This is an optimization exercise on Yosys and OpenROAD, whose aim is small area, a short achievable clock period and few clock cycles, not a production implementation.
RTL that was checked went through simulation tests only; none was proved equivalent to the original.
Only the layout flow was run in run 1; the RTL was not checked for function there.
Power and IR drop assume default switching activity.

[design.v]
module sappy_chan (
    input  [4:0]  fe,        
    input         iz,        
    input  [31:0] ph,
    input  [3:0]  cy,
    input  [35:0] inc,
    input  [14:0] lfsr,
    input  [1:0]  dsh,       
    output [31:0] ph_n,
    output [3:0]  cy_n,
    output        sqh_n,     
    output [14:0] lfsr_n
);
    function [8:0] radd8;
        input [7:0] a;
        input [7:0] b;
        input       c;
        integer i;
        reg cc;
        begin
            cc = c;
            for (i = 0; i < 8; i = i + 1) begin
                radd8[i] = a[i] ^ b[i] ^ cc;
                cc = (a[i] & b[i]) | (cc & (a[i] ^ b[i]));
            end
            radd8[8] = cc;
        end
    endfunction
    wire [4:0] ge = fe & {5{~iz}};
    wire [8:0] s0 = radd8(ph[7:0],   inc[7:0]   & {8{ge[0]}}, 1'b0);
    wire [8:0] s1 = radd8(ph[15:8],  inc[15:8]  & {8{ge[1]}}, cy[0]);
    wire [8:0] s2 = radd8(ph[23:16], inc[23:16] & {8{ge[2]}}, cy[1]);
    wire [8:0] s3 = radd8(ph[31:24], inc[31:24] & {8{ge[3]}}, cy[2]);
    assign ph_n = {s3[7:0], s2[7:0], s1[7:0], s0[7:0]};
    assign cy_n = {s3[8], s2[8], s1[8], s0[8]};
    reg [2:0] lim;
    always @(*) begin
        case (dsh)
            2'd0: lim = 3'd1;
            2'd1: lim = 3'd2;
            2'd2: lim = 3'd4;
            default: lim = 3'd6;
        endcase
    end
    assign sqh_n = ph[31:29] < lim;
    function [14:0] lstep;
        input [14:0] x;
        input        shrt;
        input integer s;
        reg [22:0] e;
        reg [29:0] y;
        integer j;
        begin
            e[6:0] = x[6:0];
            for (j = 7; j < 23; j = j + 1) e[j] = e[j-7] ^ e[j-6];
            y[14:0] = x;
            for (j = 15; j < 30; j = j + 1) y[j] = y[j-15] ^ y[j-14];
            for (j = 0; j < 15; j = j + 1) begin
                if (shrt && j <= 6) lstep[j] = e[j+s];
                else                lstep[j] = y[j+s];
            end
        end
    endfunction
    wire [3:0]  k  = (inc[35:32] & {4{ge[4]}}) + {3'd0, cy[3]};
    wire        sh = dsh[0];
    wire [14:0] l1 = k[0] ? lstep(lfsr, sh, 1) : lfsr;
    wire [14:0] l2 = k[1] ? lstep(l1,   sh, 2) : l1;
    wire [14:0] l4 = k[2] ? lstep(l2,   sh, 4) : l2;
    wire [14:0] l8 = k[3] ? lstep(l4,   sh, 8) : l4;
    assign lfsr_n = l8;
endmodule
module sappy_voice (
    input             clk,
    input             rst,
    input             cmd_valid,
    output            cmd_ready,
    input      [2:0]  cmd_op,
    input      [3:0]  cmd_ch,
    input      [65:0] cmd_arg,
    output reg        frame_valid,
    output reg [15:0] frame_l,
    output reg [15:0] frame_r,
    output reg [11:0] frame_live
);
    localparam NCH = 12;
    localparam OP_NOTE = 3'd1, OP_MOD = 3'd2, OP_TICK = 3'd3, OP_FRAME = 3'd4, OP_STOP = 3'd5;
    localparam ST_ATT = 2'd0, ST_DEC = 2'd1, ST_SUS = 2'd2, ST_REL = 2'd3;
    localparam PH = 0, CY = 32, SQH = 36, LF = 37, INC = 52, GL = 88, GR = 96,
               RL = 104, KD = 105, DSH = 106;
    localparam KEY = 108, BV = 115, MZ = 125, VE = 126, PAN = 133, VEL = 140,
               GATE = 147, AA = 163, DD = 171, SS = 179, RR = 187, ENV = 195,
               ADSR = 203, DRG = 205, DRI = 206, IZ = 207;
    localparam W = 208;
    function [47:0] csa24;
        input [23:0] a, b, c;
        csa24 = {((a & b) | (a & c) | (b & c)) << 1, a ^ b ^ c};
    endfunction
    function [21:0] mul15x7;
        input [14:0] a;
        input [6:0]  b;
        reg [23:0] p0, p1, p2, p3, p4, p5, p6;
        reg [47:0] x0, x1, x2, x3, x4;
        begin
            p0 = b[0] ? {9'd0, a}       : 24'd0;
            p1 = b[1] ? {8'd0, a, 1'd0} : 24'd0;
            p2 = b[2] ? {7'd0, a, 2'd0} : 24'd0;
            p3 = b[3] ? {6'd0, a, 3'd0} : 24'd0;
            p4 = b[4] ? {5'd0, a, 4'd0} : 24'd0;
            p5 = b[5] ? {4'd0, a, 5'd0} : 24'd0;
            p6 = b[6] ? {3'd0, a, 6'd0} : 24'd0;
            x0 = csa24(p0, p1, p2);
            x1 = csa24(p3, p4, p5);
            x2 = csa24(x0[23:0], x0[47:24], x1[23:0]);
            x3 = csa24(x1[47:24], p6, x2[23:0]);
            x4 = csa24(x2[47:24], x3[23:0], x3[47:24]);
            mul15x7 = x4[21:0] + x4[45:24];
        end
    endfunction
    function [18:0] mul13x6;
        input [12:0] a;
        input [5:0]  b;
        reg [23:0] p0, p1, p2, p3, p4, p5;
        reg [47:0] x0, x1, x2, x3;
        begin
            p0 = b[0] ? {11'd0, a}       : 24'd0;
            p1 = b[1] ? {10'd0, a, 1'd0} : 24'd0;
            p2 = b[2] ? {9'd0, a, 2'd0}  : 24'd0;
            p3 = b[3] ? {8'd0, a, 3'd0}  : 24'd0;
            p4 = b[4] ? {7'd0, a, 4'd0}  : 24'd0;
            p5 = b[5] ? {6'd0, a, 5'd0}  : 24'd0;
            x0 = csa24(p0, p1, p2);
            x1 = csa24(p3, p4, p5);
            x2 = csa24(x0[23:0], x0[47:24], x1[23:0]);
            x3 = csa24(x2[23:0], x2[47:24], x1[47:24]);
            mul13x6 = x3[18:0] + x3[42:24];
        end
    endfunction
    reg        pend;         
    reg        rdy;          
    reg [2:0]  xop;
    reg [3:0]  xch;
    reg [65:0] xarg;
    assign cmd_ready = rdy;
    wire slow_cmd = (cmd_op == OP_NOTE || cmd_op == OP_MOD) ? (cmd_ch < 4'd12)
                  : (cmd_op == OP_TICK || cmd_op == OP_STOP);
    reg fe0, fe1, fe2, fe3, fe4, fe5;    
    reg tt4, tt5;                        
    wire drained = !(fe0 | fe1 | fe2 | fe3 | fe4);
    reg  [3:0] hc;           
    wire       x_note = pend && xop == OP_NOTE;
    wire       x_mod  = pend && xop == OP_MOD;
    wire       x_tick = pend && xop == OP_TICK;
    wire       x_stop = pend && xop == OP_STOP;
    wire       at_head = hc == xch;
    wire       note_ex = x_note && at_head && drained;
    wire       mod_ex  = x_mod && at_head;
    wire       stop_ex = x_stop && drained;
    wire       clr     = rst || stop_ex;
    reg        tst;          
    reg [11:0] edone;        
    reg [11:0] idone;        
    reg [4:1]  gp;           
    reg [13:1] ip;           
    reg [1:0]  gc;           
    reg [3:0]  ic;           
    wire       tick_end = tst && (&edone) && (&idone) && !(|ip[11:1]);
    reg        tokp;         
    wire       tok_go   = (tokp || tick_end) && !(|gp);
    wire       done_ex  = note_ex || mod_ex || stop_ex || tick_end;
    wire [12*W-1:0] CUR;     
    wire [12*W-1:0] NXT;     
    genvar p;
    generate
        for (p = 0; p < NCH; p = p + 1) begin : pos
            reg [W-1:0] r;
            assign CUR[p*W +: W] = r;
            always @(posedge clk) r <= NXT[((p + 1) % NCH)*W +: W];
        end
    endgenerate
    wire [W-1:0] h = CUR[0 +: W];
    wire         h_rl   = h[RL];
    wire [1:0]   h_st   = h[ADSR +: 2];
    wire [15:0]  h_gate = h[GATE +: 16];
    wire [7:0]   h_env  = h[ENV +: 8];
    wire [7:0]   h_a    = h[AA +: 8];
    wire [7:0]   h_d    = h[DD +: 8];
    wire [7:0]   h_s    = h[SS +: 8];
    wire [7:0]   h_r    = h[RR +: 8];
    reg  [1:0]  st_a, st_b;
    reg  [15:0] gate_n;
    reg  [8:0]  env_b;
    reg         live_n;
    always @(*) begin
        st_a   = h_st;
        gate_n = h_gate;
        if (h_st != ST_REL) begin
            if (h_gate == 16'd0) st_a = ST_REL;
            else                 gate_n = h_gate - 16'd1;
        end
        st_b   = st_a;
        env_b  = {1'b0, h_env};
        live_n = h_rl;
        case (st_a)
            ST_ATT: begin
                env_b = h_env + h_a;
                if (env_b > 9'd255) env_b = 9'd255;
                if (env_b == 9'd255) st_b = ST_DEC;
            end
            ST_DEC: begin
                if ({1'b0, h_env} < {1'b0, h_s} + {1'b0, h_d}) env_b = {1'b0, h_s};
                else                                           env_b = h_env - h_d;
                if (env_b[7:0] == h_s) st_b = ST_SUS;
            end
            ST_REL: begin
                if (h_r == 8'd0 || h_env <= h_r) env_b = 9'd0;
                else                             env_b = h_env - h_r;
                if (env_b == 9'd0) live_n = 1'b0;
            end
            default: ;
        endcase
    end
    wire need_g = live_n && (h[DRG] || env_b[7:0] != h_env);
    wire ecap   = tst && drained && !edone[hc] && (!need_g || gc == 2'd3);
    wire gcap   = ecap && need_g;
    wire ivis   = tst && !idone[hc];
    wire icap_t = ivis && h_rl && h[DRI] && ic == 4'd10;
    wire icap_n = note_ex && ic == 4'd10;
    wire icap   = icap_t || icap_n;
    reg  [22:0] R;
    wire [W-1:0] s11 = CUR[11*W +: W];
    wire [W-1:0] s10 = CUR[10*W +: W];
    wire [W-1:0] s9  = CUR[9*W +: W];
    reg  [14:0] mA;
    reg  [6:0]  mB;
    always @(*) begin
        if (gp[1]) begin
            mA = {7'd0, s11[ENV +: 8]};
            mB = s11[VEL +: 7];
        end else if (gp[2]) begin
            mA = R[14:0];
            mB = s10[MZ] ? 7'd0 : s10[VE +: 7];
        end else begin
            mA = {7'd0, R[21:14]};
            mB = s9[MZ] ? 7'd0 : s9[PAN +: 7];
        end
    end
    wire [21:0] mP = mul15x7(mA, mB);
    wire [7:0]  g_r = R[14:7];
    wire [7:0]  g_l = R[22:15] - R[14:7] - {7'd0, |R[6:0]};
    wire [9:0]  bv_h = h[MZ] ? 10'd0 : h[BV +: 10];
    wire [6:0]  key_h = note_ex ? xarg[6:0] : h[KEY +: 7];
    wire signed [14:0] praw = $signed({2'b00, key_h, 6'd0}) + $signed({{5{bv_h[9]}}, bv_h});
    wire [12:0] pcl  = praw < 0 ? 13'd0 : praw > 15'sd8191 ? 13'd8191 : praw[12:0];
    reg  [12:0] ia_p;        
    reg         ia_k;
    reg  [3:0]  ib_n;        
    reg  [5:0]  ib_f;
    reg  [1:0]  ib_j;
    reg  [1:0]  ib_q;        
    reg  [12:0] ic_d;        
    wire [12:0] tdif_n =
        ib_n == 4'd0 ? 13'd3897 :
        ib_n == 4'd1 ? 13'd4129 :
        ib_n == 4'd2 ? 13'd4374 :
        ib_n == 4'd3 ? 13'd4634 :
        ib_n == 4'd4 ? 13'd4910 :
        ib_n == 4'd5 ? 13'd5202 :
        ib_n == 4'd6 ? 13'd5511 :
        ib_n == 4'd7 ? 13'd5839 :
        ib_n == 4'd8 ? 13'd6186 :
        ib_n == 4'd9 ? 13'd6554 :
        ib_n == 4'd10 ? 13'd6943 :
        13'd7357;
    wire [21:0] t22_n =
        ib_n == 4'd0 ? 22'd1441792 :
        ib_n == 4'd1 ? 22'd1527526 :
        ib_n == 4'd2 ? 22'd1618364 :
        ib_n == 4'd3 ? 22'd1714592 :
        ib_n == 4'd4 ? 22'd1816540 :
        ib_n == 4'd5 ? 22'd1924560 :
        ib_n == 4'd6 ? 22'd2039004 :
        ib_n == 4'd7 ? 22'd2160246 :
        ib_n == 4'd8 ? 22'd2288704 :
        ib_n == 4'd9 ? 22'd2424796 :
        ib_n == 4'd10 ? 22'd2568984 :
        22'd2721730;
    wire [7:0]  s_a  = {1'b0, ia_p[12:6]} + 8'd63;
    wire [15:0] s171 = {s_a, 7'd0} + {2'd0, s_a, 5'd0} + {4'd0, s_a, 3'd0} + {6'd0, s_a, 1'd0} + {8'd0, s_a};
    wire [3:0]  o_a  = s171[14:11];
    wire [7:0]  n12  = s_a - {o_a, 3'd0} - {1'b0, o_a, 2'd0};
    wire [7:0]  on_a = {o_a, n12[3:0]};
    wire [4:0]  e_a  = {1'b0, on_a[7:4]} + (ia_k ? 5'd5 : 5'd0);
    wire [1:0]  j_a  = 2'd0 - e_a[1:0];
    wire [5:0]  sq_a = (6'd19 + {1'b0, e_a}) >> 2;   
    wire [18:0] df   = mul13x6(tdif_n, ib_f);
    reg  [42:0] Z;           
    wire [21:0] Nd = t22_n + {5'd0, ic_d, 4'd0} + {7'd0, ic_d, 2'd0} + {8'd0, ic_d, 1'b0};
    reg  [42:0] Z0;
    always @(*) begin
        case (ib_j)
            2'd0: Z0 = {1'd0, Nd, 20'd0};
            2'd1: Z0 = {2'd0, Nd, 19'd0};
            2'd2: Z0 = {3'd0, Nd, 18'd0};
            default: Z0 = {4'd0, Nd, 17'd0};
        endcase
    end
    function [42:0] dstep2;
        input [42:0] z;
        reg [8:0] t;
        begin
            t = {z[42:36], z[35:34]};
            if (t >= 9'd225)      dstep2 = {t[6:0] - 7'd97, z[33:0], 2'd3};    
            else if (t >= 9'd150) dstep2 = {t[6:0] - 7'd22, z[33:0], 2'd2};    
            else if (t >= 9'd75)  dstep2 = {t[6:0] - 7'd75, z[33:0], 2'd1};
            else                  dstep2 = {t[6:0], z[33:0], 2'd0};
        end
    endfunction
    wire zload = (ip[6] && ib_q == 2'd0) || (ip[5] && ib_q == 2'd1) ||
                 (ip[4] && ib_q == 2'd2) || (ip[3] && ib_q == 2'd3);
    wire signed [9:0] ve_raw = $signed({3'b000, xarg[22:16]}) + $signed(xarg[31:23]);
    wire [6:0] ve_new = ve_raw < 0 ? 7'd0 : ve_raw > 10'sd127 ? 7'd127 : ve_raw[6:0];
    generate
        for (p = 0; p < NCH; p = p + 1) begin : lk
            wire [W-1:0] c = CUR[p*W +: W];
            wire [31:0] ph_n;
            wire [3:0]  cy_n;
            wire        sqh_n;
            wire [14:0] lf_n;
            sappy_chan u_ch (
                .fe({fe4, fe3, fe2, fe1, fe0}), .iz(c[IZ]),
                .ph(c[PH +: 32]), .cy(c[CY +: 4]), .inc(c[INC +: 36]),
                .lfsr(c[LF +: 15]), .dsh(c[DSH +: 2]),
                .ph_n(ph_n), .cy_n(cy_n), .sqh_n(sqh_n), .lfsr_n(lf_n)
            );
            reg [W-1:0] n;
            always @(*) begin
                n = c;
                n[PH +: 32] = ph_n;
                n[CY +: 4]  = cy_n;
                n[SQH]      = sqh_n;
                n[LF +: 15] = lf_n;
                if (p == 0) begin
                    if (note_ex) begin
                        n[PH +: 32]  = 32'd0;
                        n[CY +: 4]   = 4'd0;
                        n[LF +: 15]  = 15'h7FFF;
                        n[IZ]        = 1'b1;
                        n[GL +: 8]   = 8'd0;
                        n[GR +: 8]   = 8'd0;
                        n[RL]        = 1'b1;
                        n[KD]        = xarg[30];
                        n[DSH +: 2]  = xarg[30] ? {1'b0, xarg[33]} : xarg[32:31];
                        n[KEY +: 7]  = xarg[6:0];
                        n[VEL +: 7]  = xarg[13:7];
                        n[GATE +: 16] = xarg[29:14];
                        n[AA +: 8]   = xarg[41:34];
                        n[DD +: 8]   = xarg[49:42];
                        n[SS +: 8]   = xarg[57:50];
                        n[RR +: 8]   = xarg[65:58];
                        n[ENV +: 8]  = 8'd0;
                        n[ADSR +: 2] = ST_ATT;
                        n[DRG]       = 1'b1;
                        n[DRI]       = !icap_n;
                    end
                    if (mod_ex) begin
                        n[BV +: 10]  = {{3{xarg[6]}}, xarg[6:0]} + {{3{xarg[6]}}, xarg[6:0]}
                                     + {xarg[15], xarg[15:7]};
                        n[VE +: 7]   = ve_new;
                        n[PAN +: 7]  = xarg[38:32];
                        n[MZ]        = 1'b0;
                        n[DRG]       = 1'b1;
                        n[DRI]       = 1'b1;
                    end
                    if (ecap) begin
                        n[ENV +: 8]   = env_b[7:0];
                        n[GATE +: 16] = gate_n;
                        n[ADSR +: 2]  = st_b;
                        n[RL]         = live_n;
                        if (gcap) n[DRG] = 1'b0;
                        if (live_n) n[IZ] = 1'b0;
                    end
                    if (icap_t) n[DRI] = 1'b0;
                end
                if (p == 8 && gp[4]) begin
                    n[GL +: 8] = g_l;
                    n[GR +: 8] = g_r;
                end
                if (p == 11 && ip[13]) n[INC +: 36] = Z[35:0];
                if (clr) n[RL] = 1'b0;
                if (rst) n[MZ] = 1'b1;
            end
            assign NXT[p*W +: W] = n;
        end
    endgenerate
    reg  [23:0] ml [0:11];
    reg  [23:0] mr [0:11];
    reg  [47:0] yl0, yl1, yl2, yl3, yl4, yl5, yl6, yl7, yl8, yl9;
    reg  [47:0] yr0, yr1, yr2, yr3, yr4, yr5, yr6, yr7, yr8, yr9;
    integer q;
    always @(*) begin
        for (q = 0; q < NCH; q = q + 1) begin
            if (CUR[q*W + RL] && (tt4 || (CUR[q*W + KD] ? !CUR[q*W + LF] : CUR[q*W + SQH]))) begin
                ml[q] = {16'd0, CUR[q*W + GL +: 8]};
                mr[q] = {16'd0, CUR[q*W + GR +: 8]};
            end else begin
                ml[q] = 24'd0;
                mr[q] = 24'd0;
            end
        end
        yl0 = csa24(ml[0], ml[1], ml[2]);
        yl1 = csa24(ml[3], ml[4], ml[5]);
        yl2 = csa24(ml[6], ml[7], ml[8]);
        yl3 = csa24(ml[9], ml[10], ml[11]);
        yl4 = csa24(yl0[23:0], yl0[47:24], yl1[23:0]);
        yl5 = csa24(yl1[47:24], yl2[23:0], yl2[47:24]);
        yl6 = csa24(yl3[23:0], yl3[47:24], yl4[23:0]);
        yl7 = csa24(yl4[47:24], yl5[23:0], yl5[47:24]);
        yl8 = csa24(yl6[23:0], yl6[47:24], yl7[23:0]);
        yl9 = csa24(yl8[23:0], yl8[47:24], yl7[47:24]);
        yr0 = csa24(mr[0], mr[1], mr[2]);
        yr1 = csa24(mr[3], mr[4], mr[5]);
        yr2 = csa24(mr[6], mr[7], mr[8]);
        yr3 = csa24(mr[9], mr[10], mr[11]);
        yr4 = csa24(yr0[23:0], yr0[47:24], yr1[23:0]);
        yr5 = csa24(yr1[47:24], yr2[23:0], yr2[47:24]);
        yr6 = csa24(yr3[23:0], yr3[47:24], yr4[23:0]);
        yr7 = csa24(yr4[47:24], yr5[23:0], yr5[47:24]);
        yr8 = csa24(yr6[23:0], yr6[47:24], yr7[23:0]);
        yr9 = csa24(yr8[23:0], yr8[47:24], yr7[47:24]);
    end
    wire [11:0] sum_l = yl9[11:0] + yl9[35:24];
    wire [11:0] sum_r = yr9[11:0] + yr9[35:24];
    reg [11:0] hl, hr, tl, tr;
    reg [11:0] livef;
    wire signed [21:0] out_l = $signed({2'b00, hl, 8'd0}) - $signed({10'd0, hl}) - $signed({3'b000, tl, 7'd0});
    wire signed [21:0] out_r = $signed({2'b00, hr, 8'd0}) - $signed({10'd0, hr}) - $signed({3'b000, tr, 7'd0});
    function [15:0] sat16;
        input signed [21:0] v;
        sat16 = v > 22'sd32767 ? 16'h7FFF : v < -22'sd32768 ? 16'h8000 : v[15:0];
    endfunction
    always @(posedge clk) begin
        hl <= sum_l;
        hr <= sum_r;
        frame_l <= sat16(out_l);
        frame_r <= sat16(out_r);
        frame_live <= livef;
        R <= gp[3] ? {R[21:14], mP[14:0]} : {1'b0, mP};
        Z <= zload ? Z0 : dstep2(dstep2(Z));
        if (icap) begin
            ia_p <= pcl;
            ia_k <= note_ex ? xarg[30] : h[KD];
        end
        if (ip[1]) begin
            ib_n <= on_a[3:0];
            ib_f <= ia_p[5:0];
            ib_j <= j_a;
            ib_q <= sq_a[1:0] - 2'd2;
        end
        if (ip[2]) ic_d <= df[18:6];
        if (rst) begin
            pend <= 1'b0;
            rdy  <= 1'b1;
            fe0 <= 1'b0; fe1 <= 1'b0; fe2 <= 1'b0; fe3 <= 1'b0; fe4 <= 1'b0; fe5 <= 1'b0;
            frame_valid <= 1'b0;
            tt4 <= 1'b0; tt5 <= 1'b0;
            tokp <= 1'b0;
            tl <= 12'd0; tr <= 12'd0;
            hc <= 4'd0;
            tst <= 1'b0;
            gp <= 4'd0;
            ip <= 13'd0;
            gc <= 2'd3;
            ic <= 4'd10;
            livef <= 12'd0;
        end else begin
            if (!pend) begin
                xop  <= cmd_op;
                xch  <= cmd_ch;
                xarg <= cmd_arg;
                pend <= cmd_valid && slow_cmd;
                rdy  <= !(cmd_valid && slow_cmd);
            end else if (done_ex) begin
                pend <= 1'b0;
                rdy  <= 1'b1;
            end
            fe0 <= cmd_valid && rdy && cmd_op == OP_FRAME;
            fe1 <= fe0; fe2 <= fe1; fe3 <= fe2; fe4 <= fe3; fe5 <= fe4;
            frame_valid <= fe5;
            tt4 <= note_ex || stop_ex || tok_go;
            tokp <= (tokp || tick_end) && !tok_go;
            tt5 <= tt4;
            if (tt5) begin
                tl <= hl;
                tr <= hr;
            end
            hc <= hc == 4'd11 ? 4'd0 : hc + 4'd1;
            if (x_tick && !tst) begin
                tst   <= 1'b1;
                edone <= 12'd0;
                idone <= 12'd0;
            end else if (tick_end) begin
                tst <= 1'b0;
            end else begin
                if (ecap) edone[hc] <= 1'b1;
                if (ivis && (!h_rl || !h[DRI] || icap_t)) idone[hc] <= 1'b1;
            end
            gp <= {gp[3:1], gcap};
            ip <= {ip[12:1], icap};
            gc <= gcap ? 2'd1 : (gc == 2'd3 ? 2'd3 : gc + 2'd1);
            ic <= icap ? 4'd1 : (ic == 4'd10 ? 4'd10 : ic + 4'd1);
            if (stop_ex) livef <= 12'd0;
            else if (note_ex) livef[xch] <= 1'b1;
            else if (ecap) livef[hc] <= live_n;
        end
    end
endmodule
[run.sh]
#!/bin/bash
# synth_recipe.tcl (not shown) runs the flow's synth.tcl, then flattens the netlist and writes it again
# the make line also repeats each setting of config.mk as NAME=value (left out here)
make -C /OpenROAD-flow-scripts/flow DESIGN_CONFIG=/design/flow/config.mk WORK_HOME=/design/flow/orfs CLKGATE_MAP_FILE= SYNTH_SCRIPT=/design/flow/synth_recipe.tcl finish
[config.mk]
export PLATFORM = sky130hd
export DESIGN_NAME = sappy_voice
export DESIGN_NICKNAME = sappy_voice
export VERILOG_FILES = /design/flow/design.v
export SDC_FILE = /design/flow/constraint.sdc
export NUM_CORES = 8
export LEC_CHECK = 0
export CAP_MARGIN = 20
export CORE_MARGIN = 2
export CORE_UTILIZATION = 50
export CTS_BUF_LIST = sky130_fd_sc_hd__clkbuf_8 sky130_fd_sc_hd__clkbuf_4
export CTS_CLUSTER_SIZE = 30
export PLACE_DENSITY = 0.65
export SLEW_MARGIN = 20
[constraint.sdc]
create_clock -name core_clock -period 24.0 [get_ports {clk}]
set_input_delay 4.8000 -clock core_clock [delete_from_list [all_inputs] [get_ports {clk}]]
set_output_delay 4.8000 -clock core_clock [all_outputs]
set_load 0.01 [all_outputs]
==> results.txt, run 1 <==
Relative to the synthesized area, the layout overhead comes to 12.5%. The horizontal die dimension works out to 473 um. Stage delay of the slowest cell on the critical path: 600 ps. The run gives 0.0583 mm2 as the area used by sequential logic in the layout. The area of the multi-input gates is 0.0471 mm2, and the count of state elements after synthesis is 2844. Summed over all layers, the global routing overflow is 0. The die covers 0.224 mm2. The logs give 99 for the distinct cell type count of the synthesized netlist and 0 for the number of resized instances in the post-cts repair step. Category of the critical setup timing path: flip-flop to output port.

Once the floorplan was initialized, standard cells occupied 50.2% of the core. The global placer's final weighted congestion came out at 0.865. The run finished with no timing, DRC or antenna violations. Setup repair after global routing left no endpoint under its margin. The count of unresolved DRC violations after routing is 0. The tools report the cell area after technology mapping as 0.110 mm2. The buffers plus inverters on the worst setup path is 1.

After synthesis, the share of flip-flops with an asynchronous set or reset is 0%. The tightest min-delay check is of the flip-flop to flip-flop type. The final cycle utilization of the critical path is 28.9%. The pin count of the biggest net entering global routing came out at 73. The number of enable flip-flop cells after synthesis was 138; the number of DRC markers in iteration 0 was 3321.

Kind of launch point of the worst setup path: a flip-flop. The slew at the pin closest to its max-slew limit is 1060 ps. The max-cap violation count was 0; the site row count was 172. Input and output buffers added on the ports amount to 121. For this design, the slowest cell found on the critical path is sky130_fd_sc_hd__clkdlybuf4s50_1.

The sequential area share after synthesis was 53.1%; the ratio of cells with drive above 1 in the final layout was 11.0%. In the final routed layout, each cell accounts on average for 17.3 um. In this run the clock root is driven by a sky130_fd_sc_hd__clkbuf_8. The final critical delay including setup and external delays works out to 6940 ps.

For the number of standard cells after synthesis, the log shows 9615. The most instantiated flip-flop cell in the synthesis netlist was sky130_fd_sc_hd__dfxtp_1. The data arrival time at the worst-slack endpoint came out at 2140 ps. Counting the fill cells in the layout gives 18300. The tools report the first-pass detailed-route iteration total as 5.

The I/O pin total came out at 122. The critical path goes through clkdlybuf4s50_1. The number of global-route vias before repair came out at 69000. The worst-case IR drop observed on VDD is 0.0670 mV. Detailed placement ended at an HPWL of 164 mm.

The first global-routing pass estimated 366 mm of wire. CTS built an H-tree with a depth of 5. For the required time at the worst-slack endpoint, the log shows 19200 ps. TritonCTS built the clock tree. After layout, the design draws a total of 9.76 mW. For this run, the number of Yosys warnings is 4. Setup violations remaining at the end of the flow were counted as 0. Once the clock tree was built, the setup fixing pass inserted 0 buffers. The vias per cell came out at 4.96.

Family with the most delay on the worst path: buffers and inverters. The via count of the routed design came out at 65100. The highest fanout seen on the critical path is 1. The run gives 0 as the final-report max-slew violation count. The tools report the relative slew slack as 29.3%. The final layout contains routed wiring with a total length of 227 mm. When the netlist entered floorplanning its net count stood at 10700. The core region is 0.219 mm2. Dividing total power by cell area gives a power density of 79.0 mW/mm2. Across all hold checks on the routed design, the worst slack comes to 265 ps.

In the final timing run, aggregate negative setup slack is 0 ps. For the number of antenna violations at the first check in global routing, the log shows 10. The die is 473 um tall.

The number of hold buffers added after CTS was 0. For this design the static power due to leakage is 53.7 nW. The tools report the final clock skew as 144 ps.

For this run, the top clock speed supported by timing is 144 MHz. The clock passes through at most 4 buffers. For this run, the post-layout net count is 11000. The post-synthesis average cell area is 11.4 um2, and the worst-skew pair later-pin latency is 1120 ps.

The tree built by TritonCTS fans out to 2844 sinks. Clock-pin slew was measured on the worst setup and hold paths at 60 ps. TritonCTS created 444 clock buffers. The worst setup path is captured at an output port. The hold violation total from the final report was 0.

For the number of nets with antenna violations after detailed routing, the log shows 0. Global routing used 20.5% of the available tracks.
-- cell families (layout without fill, tap and decap cells) --
logic type               Yosys count  after routing  share of synthesized area [%]
multiplexers                     555            555                           5.97
other                              0              9                              0
flip-flops                      2844           2844                           53.1
buffers and inverters           1225           1865                           4.21
XOR/XNOR                         420            420                           3.35
AO/OA/AOI/OAI                   1228           1228                           6.79
adder cells (fa/ha/maj)         1022           1022                           16.3
AND/OR/NAND/NOR                 2321           2321                           10.3
-- per-layer routing --
layer / track usage (%) / up-vias / wire length (um)
li1: - / 31800 / -
met1: 26.1 / 31700 / 99800
met2: 35.3 / 1230 / 111000
met3: 3.21 / 434 / 8430
met4: 7.58 / 0 / 7120
met5: 0 / - / 0
-- layout by cell type (no fill, tap or decap), types with 15 or more instances in the layout --
cell and n:
sky130_fd_sc_hd__a21o_1 60, sky130_fd_sc_hd__ha_1 337, sky130_fd_sc_hd__o21ai_0 423, sky130_fd_sc_hd__nand4_1 22, sky130_fd_sc_hd__nand3_1 62, sky130_fd_sc_hd__a21oi_1 364, sky130_fd_sc_hd__a22oi_1 20, sky130_fd_sc_hd__mux4_2 66
sky130_fd_sc_hd__edfxtp_1 138, sky130_fd_sc_hd__nor3_1 68, sky130_fd_sc_hd__nor2b_1 154, sky130_fd_sc_hd__a31oi_1 20, sky130_fd_sc_hd__nor4_1 17, sky130_fd_sc_hd__clkbuf_8 561, sky130_fd_sc_hd__nor2_1 505, sky130_fd_sc_hd__and2_1 595
sky130_fd_sc_hd__dfxtp_1 2704, sky130_fd_sc_hd__nand2_1 743, sky130_fd_sc_hd__xnor2_1 221, sky130_fd_sc_hd__nand2b_1 45, sky130_fd_sc_hd__or2_2 27, sky130_fd_sc_hd__clkbuf_4 143, sky130_fd_sc_hd__o31ai_1 26, sky130_fd_sc_hd__clkinv_2 48
sky130_fd_sc_hd__mux2i_1 345, sky130_fd_sc_hd__a211oi_1 44, sky130_fd_sc_hd__inv_1 918, sky130_fd_sc_hd__clkdlybuf4s50_1 120, sky130_fd_sc_hd__o21bai_1 30, sky130_fd_sc_hd__buf_4 38, sky130_fd_sc_hd__o211ai_1 49, sky130_fd_sc_hd__o21ai_1 15
sky130_fd_sc_hd__mux2_2 143, sky130_fd_sc_hd__fa_1 684, sky130_fd_sc_hd__xor2_1 187, sky130_fd_sc_hd__o21a_1 41, sky130_fd_sc_hd__and3_1 21
-- path summary, 6_finish.rpt --
kind | start | slack [ps] | end | cells past startpoint
worst max-delay path | frame_valid$_SDFF_PP0_ | 17060 | frame_valid | 1
worst min-delay path | pos[11].r[98]$_SDFF_PP0_ | 270 | pos[10].r[98]$_DFF_P_ | 0
worst max register to register | gp[2]$_SDFF_PP0_ | 17560 | R[20]$_DFF_P_ | 26
worst min register to register | pos[11].r[98]$_SDFF_PP0_ | 270 | pos[10].r[98]$_DFF_P_ | 0
-- metrics by stage --
step           utilization (%)  setup WS, ps  area, um2  cells
2_1_floorplan                -         15240     110000   9615
3_3_place_gp              52.0         17260     114000  12300
3_5_place_dp              52.0         17220     114000  12300
4_1_cts                   56.4         16930     124000  13100
5_1_grt                   56.4         16970     124000  13100
6_report                  56.4         17060     124000  13100
-- flip-flops by register name, summed over array words and instances (netlist names), 13 cells and up --
signal   count
pos.r     2496
xarg        66
Z           43
R           23
frame_l     16
frame_r     16
ia_p        13
ic_d        13
ip          13
-- synth_stat cells (8+ instances only) --
cell type	n	area share, %
sky130_fd_sc_hd__nand4_1	22	0.13
sky130_fd_sc_hd__o221a_2	13	0.13
sky130_fd_sc_hd__edfxtp_1	138	3.8
sky130_fd_sc_hd__nor2_1	506	1.7
sky130_fd_sc_hd__o31ai_1	26	0.18
sky130_fd_sc_hd__o21a_1	41	0.28
sky130_fd_sc_hd__buf_1	59	0.20
sky130_fd_sc_hd__mux4_2	66	1.4
sky130_fd_sc_hd__dfxtp_1	2706	49
sky130_fd_sc_hd__ha_1	337	3.8
sky130_fd_sc_hd__a311oi_1	11	0.088
sky130_fd_sc_hd__nand2b_1	45	0.26
sky130_fd_sc_hd__and3_1	21	0.12
sky130_fd_sc_hd__clkbuf_1	230	0.79
sky130_fd_sc_hd__nand2_1	744	2.5
sky130_fd_sc_hd__a21oi_1	365	1.7
sky130_fd_sc_hd__xor2_1	199	1.6
sky130_fd_sc_hd__nor3b_1	11	0.075
sky130_fd_sc_hd__o21ai_1	17	0.077
sky130_fd_sc_hd__mux2_2	143	1.5
sky130_fd_sc_hd__fa_1	684	12
sky130_fd_sc_hd__a31oi_1	20	0.11
sky130_fd_sc_hd__inv_1	918	3.1
sky130_fd_sc_hd__a21o_1	60	0.41
sky130_fd_sc_hd__xnor2_1	221	1.8
sky130_fd_sc_hd__or2_2	27	0.15
sky130_fd_sc_hd__nor4_1	17	0.097
sky130_fd_sc_hd__nor3_1	68	0.31
sky130_fd_sc_hd__buf_2	12	0.055
sky130_fd_sc_hd__a211oi_1	44	0.30
sky130_fd_sc_hd__or3_1	8	0.046
sky130_fd_sc_hd__nor2b_1	159	0.90
sky130_fd_sc_hd__o211ai_1	49	0.33
sky130_fd_sc_hd__o21bai_1	30	0.20
sky130_fd_sc_hd__a21boi_0	8	0.055
sky130_fd_sc_hd__o21ai_0	423	1.9
sky130_fd_sc_hd__nand3_1	62	0.28
sky130_fd_sc_hd__a221oi_1	13	0.10
sky130_fd_sc_hd__and2_1	596	3.4
sky130_fd_sc_hd__a22oi_1	20	0.14
sky130_fd_sc_hd__mux2i_1	345	3.1
-- power by group --
group / total (mW) / internal, mW / switching, mW
sequential: 4.94 / 4.86 / 0.0768
clock: 4.28 / 2.46 / 1.82
combinational: 0.547 / 0.224 / 0.323
-- final cells by class --
cell class / instances / area share, %
tap: 2871 / 2.91
multi-input combinational: 5546 / 38.1
sequential: 2844 / 47.2
timing repair buffer: 159 / 1.22
clock inverter: 81 / 0.649
clock buffer: 704 / 7.11
antenna: 9 / 0.0182
inverter: 921 / 2.80
==> inputs of run 2 (changes only) <==
--- a/design.v
+++ b/design.v
@@ -1,6 +1,5 @@
 module sappy_chan (
     input  [4:0]  fe,        
-    input         iz,        
     input  [31:0] ph,
     input  [3:0]  cy,
     input  [35:0] inc,
@@ -26,11 +25,10 @@
             radd8[8] = cc;
         end
     endfunction
-    wire [4:0] ge = fe & {5{~iz}};
-    wire [8:0] s0 = radd8(ph[7:0],   inc[7:0]   & {8{ge[0]}}, 1'b0);
-    wire [8:0] s1 = radd8(ph[15:8],  inc[15:8]  & {8{ge[1]}}, cy[0]);
-    wire [8:0] s2 = radd8(ph[23:16], inc[23:16] & {8{ge[2]}}, cy[1]);
-    wire [8:0] s3 = radd8(ph[31:24], inc[31:24] & {8{ge[3]}}, cy[2]);
+    wire [8:0] s0 = radd8(ph[7:0],   inc[7:0]   & {8{fe[0]}}, 1'b0);
+    wire [8:0] s1 = radd8(ph[15:8],  inc[15:8]  & {8{fe[1]}}, cy[0]);
+    wire [8:0] s2 = radd8(ph[23:16], inc[23:16] & {8{fe[2]}}, cy[1]);
+    wire [8:0] s3 = radd8(ph[31:24], inc[31:24] & {8{fe[3]}}, cy[2]);
     assign ph_n = {s3[7:0], s2[7:0], s1[7:0], s0[7:0]};
     assign cy_n = {s3[8], s2[8], s1[8], s0[8]};
     reg [2:0] lim;
@@ -61,7 +59,7 @@
             end
         end
     endfunction
-    wire [3:0]  k  = (inc[35:32] & {4{ge[4]}}) + {3'd0, cy[3]};
+    wire [3:0]  k  = (inc[35:32] & {4{fe[4]}}) + {3'd0, cy[3]};
     wire        sh = dsh[0];
     wire [14:0] l1 = k[0] ? lstep(lfsr, sh, 1) : lfsr;
     wire [14:0] l2 = k[1] ? lstep(l1,   sh, 2) : l1;
@@ -89,8 +87,8 @@
                RL = 104, KD = 105, DSH = 106;
     localparam KEY = 108, BV = 115, MZ = 125, VE = 126, PAN = 133, VEL = 140,
                GATE = 147, AA = 163, DD = 171, SS = 179, RR = 187, ENV = 195,
-               ADSR = 203, DRG = 205, DRI = 206, IZ = 207;
-    localparam W = 208;
+               ADSR = 203, DRG = 205, DRI = 206;
+    localparam W = 207;
     function [47:0] csa24;
         input [23:0] a, b, c;
         csa24 = {((a & b) | (a & c) | (b & c)) << 1, a ^ b ^ c};
@@ -163,9 +161,7 @@
     reg [13:1] ip;           
     reg [1:0]  gc;           
     reg [3:0]  ic;           
-    wire       tick_end = tst && (&edone) && (&idone) && !(|ip[11:1]);
-    reg        tokp;         
-    wire       tok_go   = (tokp || tick_end) && !(|gp);
+    wire       tick_end = tst && (&edone) && (&idone) && !(|gp) && !(|ip);
     wire       done_ex  = note_ex || mod_ex || stop_ex || tick_end;
     wire [12*W-1:0] CUR;     
     wire [12*W-1:0] NXT;     
@@ -223,9 +219,7 @@
     wire ecap   = tst && drained && !edone[hc] && (!need_g || gc == 2'd3);
     wire gcap   = ecap && need_g;
     wire ivis   = tst && !idone[hc];
-    wire icap_t = ivis && h_rl && h[DRI] && ic == 4'd10;
-    wire icap_n = note_ex && ic == 4'd10;
-    wire icap   = icap_t || icap_n;
+    wire icap   = ivis && h_rl && h[DRI] && ic == 4'd10;
     reg  [22:0] R;
     wire [W-1:0] s11 = CUR[11*W +: W];
     wire [W-1:0] s10 = CUR[10*W +: W];
@@ -248,8 +242,7 @@
     wire [7:0]  g_r = R[14:7];
     wire [7:0]  g_l = R[22:15] - R[14:7] - {7'd0, |R[6:0]};
     wire [9:0]  bv_h = h[MZ] ? 10'd0 : h[BV +: 10];
-    wire [6:0]  key_h = note_ex ? xarg[6:0] : h[KEY +: 7];
-    wire signed [14:0] praw = $signed({2'b00, key_h, 6'd0}) + $signed({{5{bv_h[9]}}, bv_h});
+    wire signed [14:0] praw = $signed({2'b00, h[KEY +: 7], 6'd0}) + $signed({{5{bv_h[9]}}, bv_h});
     wire [12:0] pcl  = praw < 0 ? 13'd0 : praw > 15'sd8191 ? 13'd8191 : praw[12:0];
     reg  [12:0] ia_p;        
     reg         ia_k;
@@ -327,7 +320,7 @@
             wire        sqh_n;
             wire [14:0] lf_n;
             sappy_chan u_ch (
-                .fe({fe4, fe3, fe2, fe1, fe0}), .iz(c[IZ]),
+                .fe({fe4, fe3, fe2, fe1, fe0}),
                 .ph(c[PH +: 32]), .cy(c[CY +: 4]), .inc(c[INC +: 36]),
                 .lfsr(c[LF +: 15]), .dsh(c[DSH +: 2]),
                 .ph_n(ph_n), .cy_n(cy_n), .sqh_n(sqh_n), .lfsr_n(lf_n)
@@ -344,7 +337,7 @@
                         n[PH +: 32]  = 32'd0;
                         n[CY +: 4]   = 4'd0;
                         n[LF +: 15]  = 15'h7FFF;
-                        n[IZ]        = 1'b1;
+                        n[INC +: 36] = 36'd0;
                         n[GL +: 8]   = 8'd0;
                         n[GR +: 8]   = 8'd0;
                         n[RL]        = 1'b1;
@@ -360,7 +353,7 @@
                         n[ENV +: 8]  = 8'd0;
                         n[ADSR +: 2] = ST_ATT;
                         n[DRG]       = 1'b1;
-                        n[DRI]       = !icap_n;
+                        n[DRI]       = 1'b1;
                     end
                     if (mod_ex) begin
                         n[BV +: 10]  = {{3{xarg[6]}}, xarg[6:0]} + {{3{xarg[6]}}, xarg[6:0]}
@@ -377,9 +370,8 @@
                         n[ADSR +: 2]  = st_b;
                         n[RL]         = live_n;
                         if (gcap) n[DRG] = 1'b0;
-                        if (live_n) n[IZ] = 1'b0;
                     end
-                    if (icap_t) n[DRI] = 1'b0;
+                    if (icap) n[DRI] = 1'b0;
                 end
                 if (p == 8 && gp[4]) begin
                     n[GL +: 8] = g_l;
@@ -448,7 +440,7 @@
         Z <= zload ? Z0 : dstep2(dstep2(Z));
         if (icap) begin
             ia_p <= pcl;
-            ia_k <= note_ex ? xarg[30] : h[KD];
+            ia_k <= h[KD];
         end
         if (ip[1]) begin
             ib_n <= on_a[3:0];
@@ -463,7 +455,6 @@
             fe0 <= 1'b0; fe1 <= 1'b0; fe2 <= 1'b0; fe3 <= 1'b0; fe4 <= 1'b0; fe5 <= 1'b0;
             frame_valid <= 1'b0;
             tt4 <= 1'b0; tt5 <= 1'b0;
-            tokp <= 1'b0;
             tl <= 12'd0; tr <= 12'd0;
             hc <= 4'd0;
             tst <= 1'b0;
@@ -486,8 +477,7 @@
             fe0 <= cmd_valid && rdy && cmd_op == OP_FRAME;
             fe1 <= fe0; fe2 <= fe1; fe3 <= fe2; fe4 <= fe3; fe5 <= fe4;
             frame_valid <= fe5;
-            tt4 <= note_ex || stop_ex || tok_go;
-            tokp <= (tokp || tick_end) && !tok_go;
+            tt4 <= note_ex || stop_ex || tick_end;
             tt5 <= tt4;
             if (tt5) begin
                 tl <= hl;
@@ -502,7 +492,7 @@
                 tst <= 1'b0;
             end else begin
                 if (ecap) edone[hc] <= 1'b1;
-                if (ivis && (!h_rl || !h[DRI] || icap_t)) idone[hc] <= 1'b1;
+                if (ivis && (!h_rl || !h[DRI] || icap)) idone[hc] <= 1'b1;
             end
             gp <= {gp[3:1], gcap};
             ip <= {ip[12:1], icap};
==> config.mk (replaced) <==
export PLATFORM = sky130hd
export DESIGN_NAME = sappy_voice
export DESIGN_NICKNAME = sappy_voice
export VERILOG_FILES = /design/flow/design.v
export SDC_FILE = /design/flow/constraint.sdc
export NUM_CORES = 8
export LEC_CHECK = 0
export CAP_MARGIN = 20
export CORE_MARGIN = 2
export CORE_UTILIZATION = 25
export PLACE_DENSITY = 0.42
export SLEW_MARGIN = 20
==> results.txt, run 2 <==
The tools report the buffer cell driving the clock tree root as sky130_fd_sc_hd__clkbuf_16. The worst hold path begins at pos[8].r[155]$_DFF_P_. The type of the most critical hold path was flip-flop to flip-flop. In the synthesized netlist, the cells that appear most often are sky130_fd_sc_hd__dfxtp_1, sky130_fd_sc_hd__inv_1, sky130_fd_sc_hd__fa_1. In this run the tool buffered the top-level ports with 121 buffer cells. Data on the critical path arrives at its endpoint at 2000 ps. After routing the design area is 0.128 mm2. The number of stages on the worst hold path came out at 0. For this run, asynchronously set or reset flops after synthesis account for 0%. After layout, the worst setup slack is 17200 ps. Measured on the finished design, the core utilization comes to 29.3%. The filler cells instantiated in the layout total 44800. Data on the critical path is required at its endpoint by 19200 ps.

Timing analysis after detailed placement gives a worst setup slack of 17150 ps. The pin count of the biggest net entering global routing was 99; the synthesis warning total was 4. The fraction of power consumed by the clock network came out at 48.7%. The register with the most flip-flops in the layout has 2484 of them.

Per report_power, the sequential group accounts for 46.9% of the total. The tools report the distinct cell type count of the synthesized netlist as 95. The H-tree generated during clock tree synthesis spans 5 levels.

The buffers plus inverters on the worst setup path was 1. The overall power consumption came out at 10.4 mW. The endpoint with the worst hold slack is pos[7].r[155]$_DFF_P_.

The worst setup path is of the flip-flop to output port kind. After clock tree synthesis, the clock-pin slew on the worst setup and hold paths is 60 ps. Across the whole layout, storage elements account for 0.0581 mm2. The final cycle utilization of the critical path is 28.3%, and the final-report max-slew violation count is 0. The detailed router placed 64300 vias in this run.

The count of unresolved DRC violations after routing was 0; the number of antenna violations at the first check in global routing was 16. Broken down by cell family, the worst path's largest delay share belongs to buffers and inverters. In this run, the combinational gates consume 4.4% of the power. The tools report the site row count as 243. Measured against its own limit, the worst slew margin works out to 28.0%. For the number of resized instances in the post-cts repair step, the log shows 0. In this design, the stage delay of the slowest critical-path cell is 600 ps.

The run gives 15800 as the non-filler instance count after layout. TritonCTS built the clock tree. Synthesis handed over a netlist of 9668 instances.

The run gives 4 as the maximum clock path buffer count. The most instantiated library cell after synthesis is sky130_fd_sc_hd__dfxtp_1. In the synthesized netlist the dominant register cell turns out to be sky130_fd_sc_hd__dfxtp_1.

Launch point of the worst reg-to-reg path: gp[2]$_SDFF_PP0_. The logs give 0 ps for the setup TNS and 52.9% for the sequential area share after synthesis. The capture point of the worst reg-to-reg path was R[20]$_DFF_P_. The cell at the slowest stage of the critical path is sky130_fd_sc_hd__clkdlybuf4s50_1. The sort of element at the end of the critical path was an output port. The critical path goes through clkdlybuf4s50_1.

The initial utilization of the core area, before any placement, comes to 25.1%. The tools report the first-pass detailed-route iteration total as 5. Setup repair after global routing left no endpoint under its margin.

Most frequent standard cell in the layout excluding fill and tap cells: sky130_fd_sc_hd__dfxtp_1. The total internal power was 8.04 mW. The power per standard cell area was 80.8 mW/mm2. For the aggregate routed wire length, the log shows 246 mm. Synthesis produced a netlist with a net count of 10800. Setup violations remaining at the end of the flow were counted as 0.

The largest registers in the layout are pos.r (2484), xarg (66), Z (43). For the pin with the worst max-slew slack, the measured transition is 1080 ps. Ranked by flip-flop count, first place goes to pos.r. For the final clock skew, the log shows 107 ps. After global routing the overflow that remains totals 0. Hold is met by 277 ps.

Summing all multi-input logic gate instances after layout gives 0.0470 mm2. The placed instance count came out at 15200. Detailed placement ended at an HPWL of 177 mm.

Ranked by total cell area, the synthesized netlist is headed by sky130_fd_sc_hd__dfxtp_1, sky130_fd_sc_hd__fa_1, sky130_fd_sc_hd__ha_1. STA classifies the critical path startpoint as a flip-flop. The first global-routing pass estimated 394 mm of wire. The setup check on the worst reg-to-reg path leaves a slack of 17300 ps. The highest fanout seen on the critical path came out at 1. Summed over all instances, the cell type with the most area after synthesis is sky130_fd_sc_hd__dfxtp_1.

The detail route stage leaves a number of antenna-violating nets equal to 0. The library cells used most frequently in the layout, excluding fill and tap cells, are sky130_fd_sc_hd__dfxtp_1, sky130_fd_sc_hd__inv_1, sky130_fd_sc_hd__fa_1, sky130_fd_sc_hd__and2_1, sky130_fd_sc_hd__nand2_1. Based on the critical path, the design can be clocked at up to 147 MHz. The number of buffers created by CTS is 316, and the number of buffers inserted by hold repair at cts is 0.

For this design the total switching power over the nets is 2.34 mW. The worst supply voltage drop on vdd is 0.0552 mV, and the final critical delay including setup and external delays is 6800 ps. Global routing used 11.1% of the available tracks.

The vias per cell was 4.06; the switching power share of the total was 22.6%. Counting flops with a built-in enable in the synthesized netlist gives 138. Leakage power of the design: 54.3 nW. After detailed routing, the average wire length per cell comes to 15.6 um. Across the run, the number of max-cap violations was 0.

The share of synthesized area in the top cell type comes to 49.1%. Post-synthesis average cell area: 11.4 um2. After synthesis the cells add up to 0.110 mm2.

The tools report the number of global-route vias before repair as 68800. The area of the core is 0.438 mm2, and the cell area reported after detailed placement is 0.117 mm2. The number of DRC markers in iteration 0 was 2875. The flow ran to the end and the layout has no timing, DRC or antenna violations. After clock tree synthesis, the setup repair step added 0 buffers.

The synthesized design contains 2831 register bits. The ratio of cells with drive above 1 in the final layout is 8.36%, and the layout net count is 10900. The I/O pin total was 122; the global placer's final weighted congestion was 0.798. Growth of design area from synthesis to finish: 17.0%. The worst-skew pair later-pin latency is 950 ps, and the floorplan die area is 0.445 mm2. Measured along the x axis, the die boundary spans 667 um.

The number of cells on the worst reg-to-reg path is 26, and the vertical die dimension is 667 um. The logs give 0 for the hold violation total from the final report and 2831 for the sink count of the clock tree.
-- run 2: cell count changes in the layout (fill, tap and decap cells not counted), moves of 57 or more --
cell / delta
sky130_fd_sc_hd__nand2_1: -133
sky130_fd_sc_hd__o21ai_0: -131
sky130_fd_sc_hd__clkbuf_16: +326
sky130_fd_sc_hd__nor2_1: +93
sky130_fd_sc_hd__clkbuf_8: -496
sky130_fd_sc_hd__a211oi_1: +68
sky130_fd_sc_hd__clkbuf_4: -142
sky130_fd_sc_hd__nor2b_1: -57
sky130_fd_sc_hd__a21oi_1: +104
-- run 2: layout make-up --
class / count / area share, %
repair buffers: 159 / 1.17
multi-input cells: 5530 / 36.6
flip-flops and latches: 2831 / 45.2
inverters: 952 / 2.78
diodes: 15 / 0.0292
well taps: 5757 / 5.61
clock buffers: 440 / 7.19
clock inverters: 136 / 1.44
-- run 2: kinds of logic after synthesis --
| group | count (synthesis) | synth area share, % |
|---|---|---|
| AND/OR/NAND/NOR | 2297 | 10.3 |
| XOR/XNOR | 416 | 3.33 |
| buffers and inverters | 1307 | 4.50 |
| AO/OA/AOI/OAI | 1300 | 7.30 |
| multiplexers | 496 | 5.43 |
| adder cells (fa/ha/maj) | 1021 | 16.3 |
| flip-flops | 2831 | 52.9 |
-- run 2: how the worst max path moves through the flow --
stage / startpoint / end / slack, ps / cells after the start
floorplan: rst / xarg[0]$_DFFE_PP_ / 15240 / 3
global placement: gp[2]$_SDFF_PP0_ / R[20]$_DFF_P_ / 17240 / 26
detailed placement: rst / xarg[30]$_DFFE_PP_ / 17150 / 3
CTS: frame_live[0]$_DFF_P_ / frame_live[0] / 17080 / 1
global route: gp[1]$_SDFF_PP0_ / R[20]$_DFF_P_ / 16830 / 23
finish: frame_live[0]$_DFF_P_ / frame_live[0] / 17200 / 1
-- run 2: power by group through the flow --
stage / registers [mW] / logic [mW] / clock network [mW]
2_1_floorplan: 4.93 / 0.351 / 0
3_3_place_gp: 4.98 / 0.454 / 0
3_5_place_dp: 4.98 / 0.457 / 0
4_1_cts: 4.87 / 0.460 / 5.23
5_1_grt: 4.88 / 0.511 / 5.42
6_report: 4.87 / 0.456 / 5.05
-- run 2: metal layers --
metal | share of wire, % | wire length [um] | up-vias | GRT usage (%)
li1 | - | - | 31600 | -
met1 | 46 | 114000 | 31400 | 14.6
met2 | 48 | 117000 | 908 | 18.9
met3 | 3.4 | 8450 | 386 | 1.53
met4 | 2.8 | 6830 | 0 | 3.54
met5 | 0 | 0 | - | 0
Testbench counts of run 2, summed over its fixed seeds: cycles 165,983.

[re-timing with driven ports]
In the flow no input, the clock included, has a driving cell. The finished layouts below were timed again as built, in two steps. Step 1 sets driving cells, clkbuf_16 on the clock port and buf_2 on the other inputs (assumed; they add their load-dependent delay and slew). Step 2 moves the port delays by t, midway between the first and last clock arrival at a register: inputs arrive t later, outputs are due t later. That takes back most of the time a late clock gives input paths. a / b / c = ideal / step 1 / step 2; a / b = the first two.
| run | t (ns) | setup slack, ns | hold WS [ns] | slew at the worst register clock pin (ns) | cell pins on the clock port's net |
|---|---|---|---|---|---|
| run 1 | 1.136 | 17.057 / 16.972 / 17.280 | 0.265 / 0.265 / 0.265 | 0.08 / 0.08 | 1 |
| run 2 | 1.000 | 17.200 / 17.101 / 17.232 | 0.277 / 0.277 / 0.277 | 0.07 / 0.07 | 1 |
After both steps setup and hold are still met in every run listed.
